This is an optimization exercise on Yosys and OpenROAD, whose aim is small area, not a production implementation. Function was checked by simulation only, so behaviour that the tests miss may differ from the original. The clock port is modelled as an ideal driver; clocking choices that lean on that would not hold on a real chip. No activity file was given, so power comes from the tool's default toggle rates.

v21:
## pwm16
module pwm16 (
    input  wire        clk,
    input  wire        rst,
    input  wire        bus_we,
    input  wire        bus_re,
    input  wire [7:0]  bus_addr,
    input  wire [31:0] bus_wdata,
    output wire [31:0] bus_rdata,
    output wire [5:0]  pin_out,
    output wire [5:0]  pin_oe
);
Size in the first run: about 800 cells after synthesis, ~160 flip-flops.
==> flow/config.mk <==
export PLATFORM = sky130hd
export DESIGN_NAME = pwm16
export DESIGN_NICKNAME = pwm16
export VERILOG_FILES = /design/flow/design.v
export SDC_FILE = /design/flow/constraint.sdc
export NUM_CORES = 4
export LEC_CHECK = 0
export CAP_MARGIN = 0
export CORE_MARGIN = 2
export CORE_UTILIZATION = 40
export GPL_TIMING_DRIVEN = 0
export PLACE_DENSITY = 0.6
export SLEW_MARGIN = 0
==> flow/constraint.sdc <==
create_clock -name core_clock -period 12.0 [get_ports {clk}]
set_input_delay 2.4000 -clock core_clock [delete_from_list [all_inputs] [get_ports {clk}]]
set_output_delay 2.4000 -clock core_clock [all_outputs]
set_load 0.01 [all_outputs]
standard.sh (not shown) runs the stock make flow with config.mk's settings and CLKGATE_MAP_FILE= SYNTH_SCRIPT=/design/flow/synth_recipe.tcl, a recipe that flattens the netlist after the stock synthesis.
==> flow/flow/run.sh <==
#!/bin/bash
# Own layout flow: the standard ORFS flow (standard.sh) with these changes:
#  - synthesis is the standard flow's own script, except that ABC maps the logic with the
#    area-oriented script flow/abc_area.script (registers are mapped before ABC
#    and are the same as in the standard synthesis);
#  - every input and output port is buffered with sky130_fd_sc_hd__buf_1;
#  - clock tree synthesis takes its arguments from flow/cts_args (no dummy loads);
#  - no buffers are inserted for outputs driven by a constant (SYNTH_INSBUF=0);
#  - adders are left to ABC (ADDER_MAP_FILE empty) instead of half-adder cells;
#  - after clock tree synthesis, flow/clk_downsize.tcl swaps clock buffers for
#    smaller ones while every flip-flop clock pin stays under 115 ps of slew.
# Each tool's output stays in orfs/logs/...; make's own output is in flow_make.log.
set -euo pipefail
W=$(pwd)
# ORFS synth.tcl with ABC's script replaced
awk -v scr="$W/flow/abc_area.script" '
  { print }
  /source \$::env\(SCRIPTS_DIR\)\/synth_preamble.tcl/ {
    print "set abc_args [list -script " scr " {*}$lib_args {*}$lib_dont_use_args -constr $::env(OBJECTS_DIR)/abc.constr]"
  }' "$FLOW_HOME/scripts/synth.tcl" > "$W/own_synth_body.tcl"
grep -q "abc_area.script" "$W/own_synth_body.tcl"
# The standard flow's synthesis script, sourcing the copy above
sed "s#\$::env(SCRIPTS_DIR)/synth.tcl#$W/own_synth_body.tcl#" synth_recipe.tcl > "$W/own_synth.tcl"
grep -q "own_synth_body.tcl" "$W/own_synth.tcl"
CTS_ARGS=$(tr '\n' ' ' < "$W/flow/cts_args")
bash standard.sh SYNTH_SCRIPT="$W/own_synth.tcl" \
  "BUFFER_PORTS_ARGS=-buffer_cell sky130_fd_sc_hd__buf_1" "CTS_ARGS=$CTS_ARGS" SYNTH_INSBUF=0 ADDER_MAP_FILE= \
  POST_CTS_TCL="$W/flow/clk_downsize.tcl" finish > "$W/flow_make.log" 2>&1
test -s out/final.def
==> flow/flow/abc_area.script <==
strash
&get -n
&st
&deepsyn -T 60
&st
&dch -f
&nf -a
&st
&dch -f
&nf -a
&put
topo
dnsize -c
==> flow/flow/clk_downsize.tcl <==
proc clk_pin_max_slew {} {
  set mx 0
  foreach pin [get_pins -hierarchical */CLK] {
    foreach rf {rise fall} {
      set s [get_property $pin slew_max_$rf]
      if {$s > $mx} {set mx $s}
    }
  }
  return $mx
}
set clk_slew_target 0.115
set_propagated_clock [all_clocks]
estimate_parasitics -placement
set base [clk_pin_max_slew]
puts "clock downsize: start max clock-pin slew $base"
set insts {}
foreach inst [[ord::get_db_block] getInsts] {
  if {[string match "clkbuf_*" [$inst getName]]} { lappend insts [$inst getName] }
}
foreach name $insts {
  set inst [get_cells $name]
  set orig [get_property $inst ref_name]
  foreach cand {sky130_fd_sc_hd__clkbuf_1 sky130_fd_sc_hd__clkbuf_2 sky130_fd_sc_hd__clkbuf_4} {
    if {$cand == $orig} break
    replace_cell $inst $cand
    estimate_parasitics -placement
    set s [clk_pin_max_slew]
    if {$s <= [expr max($clk_slew_target, $base)]} {
      puts "clock downsize: $name $orig -> $cand (max slew $s)"
      set orig ""
      break
    }
    replace_cell $inst $orig
  }
  if {$orig != ""} { replace_cell $inst $orig }
}
estimate_parasitics -placement
puts "clock downsize: end max clock-pin slew [clk_pin_max_slew]"
Other scripts of this flow, unchanged in this note and not shown: flow/flow/cts_args
v21 did not stop at any stage, and its layout met the timing, DRC and antenna checks.
The following lists how v14 was set up differently from v21:
diff --git a/flow/flow/run.sh b/flow/flow/run.sh
--- a/flow/flow/run.sh
+++ b/flow/flow/run.sh
@@ -7,7 +7,5 @@
 #  - clock tree synthesis takes its arguments from flow/cts_args (no dummy loads);
 #  - no buffers are inserted for outputs driven by a constant (SYNTH_INSBUF=0);
-#  - adders are left to ABC (ADDER_MAP_FILE empty) instead of half-adder cells;
-#  - after clock tree synthesis, flow/clk_downsize.tcl swaps clock buffers for
-#    smaller ones while every flip-flop clock pin stays under 115 ps of slew.
+#  - adders are left to ABC (ADDER_MAP_FILE empty) instead of half-adder cells.
 # Each tool's output stays in orfs/logs/...; make's own output is in flow_make.log.
 set -euo pipefail
@@ -25,5 +23,4 @@
 CTS_ARGS=$(tr '\n' ' ' < "$W/flow/cts_args")
 bash standard.sh SYNTH_SCRIPT="$W/own_synth.tcl" \
-  "BUFFER_PORTS_ARGS=-buffer_cell sky130_fd_sc_hd__buf_1" "CTS_ARGS=$CTS_ARGS" SYNTH_INSBUF=0 ADDER_MAP_FILE= \
-  POST_CTS_TCL="$W/flow/clk_downsize.tcl" finish > "$W/flow_make.log" 2>&1
+  "BUFFER_PORTS_ARGS=-buffer_cell sky130_fd_sc_hd__buf_1" "CTS_ARGS=$CTS_ARGS" SYNTH_INSBUF=0 ADDER_MAP_FILE= finish > "$W/flow_make.log" 2>&1
 test -s out/final.def
==> flow/config.mk <==
export PLATFORM = sky130hd
export DESIGN_NAME = pwm16
export DESIGN_NICKNAME = pwm16
export VERILOG_FILES = /design/flow/design.v
export SDC_FILE = /design/flow/constraint.sdc
export NUM_CORES = 4
export LEC_CHECK = 0
export CAP_MARGIN = 20
export CORE_MARGIN = 2
export CORE_UTILIZATION = 65
export PLACE_DENSITY = 0.8
export SLEW_MARGIN = 20
removed: flow/flow/clk_downsize.tcl
- According to the power report, total power for v14 is higher than for v21.
- Summary — layout overhead on the synthesized area, v14 relative to v21: lower, by 2.0 points.
- Row global-route wire length before repair: v14 lower / v21 higher
- Changes observed in v14 relative to v21: number of instances in the synthesized netlist fell 19; routed wirelength normalized by instance count rose 13%; multi-input gate area in the final layout fell 20 um^2.
- Density: v14 denser than v21
- v14: all stages complete, timing, DRC and antenna checks passed
#### Input delta (v40 over v14)
diff --git a/flow/flow/run.sh b/flow/flow/run.sh
--- a/flow/flow/run.sh
+++ b/flow/flow/run.sh
@@ -7,5 +7,7 @@
 #  - clock tree synthesis takes its arguments from flow/cts_args (no dummy loads);
 #  - no buffers are inserted for outputs driven by a constant (SYNTH_INSBUF=0);
-#  - adders are left to ABC (ADDER_MAP_FILE empty) instead of half-adder cells.
+#  - adders are left to ABC (ADDER_MAP_FILE empty) instead of half-adder cells;
+#  - after clock tree synthesis, flow/clk_downsize.tcl swaps clock buffers for
+#    smaller ones while every flip-flop clock pin stays under 115 ps of slew.
 # Each tool's output stays in orfs/logs/...; make's own output is in flow_make.log.
 set -euo pipefail
@@ -23,4 +25,5 @@
 CTS_ARGS=$(tr '\n' ' ' < "$W/flow/cts_args")
 bash standard.sh SYNTH_SCRIPT="$W/own_synth.tcl" \
-  "BUFFER_PORTS_ARGS=-buffer_cell sky130_fd_sc_hd__buf_1" "CTS_ARGS=$CTS_ARGS" SYNTH_INSBUF=0 ADDER_MAP_FILE= finish > "$W/flow_make.log" 2>&1
+  "BUFFER_PORTS_ARGS=-buffer_cell sky130_fd_sc_hd__buf_1" "CTS_ARGS=$CTS_ARGS" SYNTH_INSBUF=0 ADDER_MAP_FILE= \
+  POST_CTS_TCL="$W/flow/clk_downsize.tcl" finish > "$W/flow_make.log" 2>&1
 test -s out/final.def
==> flow/flow/abc_area.script <==
strash
&get -n
&st
&deepsyn -J 50
&st
&dch -f
&nf -a -p
&st
&dch -f
&nf -a -p
&put
topo
dnsize -c
==> flow/flow/clk_downsize.tcl (new file) <==
proc clk_pin_max_slew {} {
  set mx 0
  foreach pin [get_pins -hierarchical */CLK] {
    foreach rf {rise fall} {
      set s [get_property $pin slew_max_$rf]
      if {$s > $mx} {set mx $s}
    }
  }
  return $mx
}
set clk_slew_target 0.115
set_propagated_clock [all_clocks]
estimate_parasitics -placement
set base [clk_pin_max_slew]
puts "clock downsize: start max clock-pin slew $base"
set insts {}
foreach inst [[ord::get_db_block] getInsts] {
  if {[string match "clkbuf_*" [$inst getName]]} { lappend insts [$inst getName] }
}
foreach name $insts {
  set inst [get_cells $name]
  set orig [get_property $inst ref_name]
  foreach cand {sky130_fd_sc_hd__clkbuf_1 sky130_fd_sc_hd__clkbuf_2 sky130_fd_sc_hd__clkbuf_4} {
    if {$cand == $orig} break
    replace_cell $inst $cand
    estimate_parasitics -placement
    set s [clk_pin_max_slew]
    if {$s <= [expr max($clk_slew_target, $base)]} {
      puts "clock downsize: $name $orig -> $cand (max slew $s)"
      set orig ""
      break
    }
    replace_cell $inst $orig
  }
  if {$orig != ""} { replace_cell $inst $orig }
}
estimate_parasitics -placement
puts "clock downsize: end max clock-pin slew [clk_pin_max_slew]"
diff --git a/flow/config.mk b/flow/config.mk
--- a/flow/config.mk
+++ b/flow/config.mk
@@ -8,5 +8,5 @@
 export CAP_MARGIN = 20
 export CORE_MARGIN = 2
-export CORE_UTILIZATION = 65
-export PLACE_DENSITY = 0.8
+export CORE_UTILIZATION = 40
+export PLACE_DENSITY = 0.6
 export SLEW_MARGIN = 20
Notes after the runs:
v40 went all the way through the flow, and no timing, DRC or antenna check failed.
As of v40, count of inserted tapcells had risen by more than half compared to v14.
Of the two candidates, v14 has the worse clock skew and v40 the better one.
Basic-gate share of the synthesized area counting and, or, nand and nor cells: v14 and v40 compared, higher one is v40
For share of synthesized area occupied by flip-flops and latches, v40 and v14 come out practically identical.
Of v40 and v14, it is v40 that has the lower routed wirelength normalized by instance count.
v40 packs its core more loosely than v14.
[compare] base=v14 new=v40: met2 track demand over resource lower; power went down by about 1.3%.
Setup changes, v40 to v49
diff --git a/flow/flow/run.sh b/flow/flow/run.sh
--- a/flow/flow/run.sh
+++ b/flow/flow/run.sh
@@ -9,5 +9,6 @@
 #  - adders are left to ABC (ADDER_MAP_FILE empty) instead of half-adder cells;
 #  - after clock tree synthesis, flow/clk_downsize.tcl swaps clock buffers for
-#    smaller ones while every flip-flop clock pin stays under 115 ps of slew.
+#    smaller ones while every flip-flop clock pin stays under 115 ps of slew;
+#  - the constant-0 outputs share one tie cell (SKIP_REPAIR_TIE_FANOUT=1).
 # Each tool's output stays in orfs/logs/...; make's own output is in flow_make.log.
 set -euo pipefail
@@ -26,4 +27,4 @@
 bash standard.sh SYNTH_SCRIPT="$W/own_synth.tcl" \
   "BUFFER_PORTS_ARGS=-buffer_cell sky130_fd_sc_hd__buf_1" "CTS_ARGS=$CTS_ARGS" SYNTH_INSBUF=0 ADDER_MAP_FILE= \
-  POST_CTS_TCL="$W/flow/clk_downsize.tcl" finish > "$W/flow_make.log" 2>&1
+  POST_CTS_TCL="$W/flow/clk_downsize.tcl" SKIP_REPAIR_TIE_FANOUT=1 finish > "$W/flow_make.log" 2>&1
 test -s out/final.def
diff --git a/flow/flow/clk_downsize.tcl b/flow/flow/clk_downsize.tcl
--- a/flow/flow/clk_downsize.tcl
+++ b/flow/flow/clk_downsize.tcl
@@ -14,8 +14,12 @@
 set base [clk_pin_max_slew]
 puts "clock downsize: start max clock-pin slew $base"
+# leaf buffers first, the root buffer (clkbuf_0_*) last
 set insts {}
+set roots {}
 foreach inst [[ord::get_db_block] getInsts] {
-  if {[string match "clkbuf_*" [$inst getName]]} { lappend insts [$inst getName] }
+  set n [$inst getName]
+  if {[string match "clkbuf_0_*" $n]} { lappend roots $n } elseif {[string match "clkbuf_*" $n]} { lappend insts $n }
 }
+set insts [concat [lsort $insts] $roots]
 foreach name $insts {
   set inst [get_cells $name]
diff --git a/flow/config.mk b/flow/config.mk
--- a/flow/config.mk
+++ b/flow/config.mk
@@ -8,5 +8,5 @@
 export CAP_MARGIN = 20
 export CORE_MARGIN = 2
-export CORE_UTILIZATION = 40
-export PLACE_DENSITY = 0.6
+export CORE_UTILIZATION = 65
+export PLACE_DENSITY = 0.8
 export SLEW_MARGIN = 20
[summary]
Going from v40 to v49, part of the total power dissipated in sequential elements moved up; fraction of layout instances using a drive strength above 1 neither gained nor lost much; initial cell density of the core now sits higher; non-clock buffer total of the final layout saw a decrease.
The depth of the worst register-to-register path in v49 sits 1 below the value recorded for v40.

what the ideal ports hide:
How much do the figures lean on ideal ports? The routed layouts below were timed once more, with nothing changed but the port constraints. Step 1 sets driving cells, clkbuf_16 on the clock port and buf_2 on the other inputs (assumed; they add their load-dependent delay and slew). Step 2 also shifts input and output timing later by t, the mid clock arrival at the registers, as if the neighbouring blocks saw the same clock. Three values: ideal ports, drivers, drivers and shift; two values: the first two.
| run | shift t [ns] | setup slack, ns | worst register clock-pin slew, ns |
|---|---|---|---|
| v21 | 0.784 | 5.679 / 5.641 / 6.112 | 0.12 / 0.12 |
| v14 | 0.487 | 5.833 / 5.795 / 6.082 | 0.08 / 0.08 |
| v40 | 1.427 | 4.942 / 4.894 / 6.321 | 0.11 / 0.11 |
| v49 | 0.584 | 5.584 / 5.547 / 6.131 | 0.12 / 0.12 |
After both steps setup and hold are still met in every run listed.
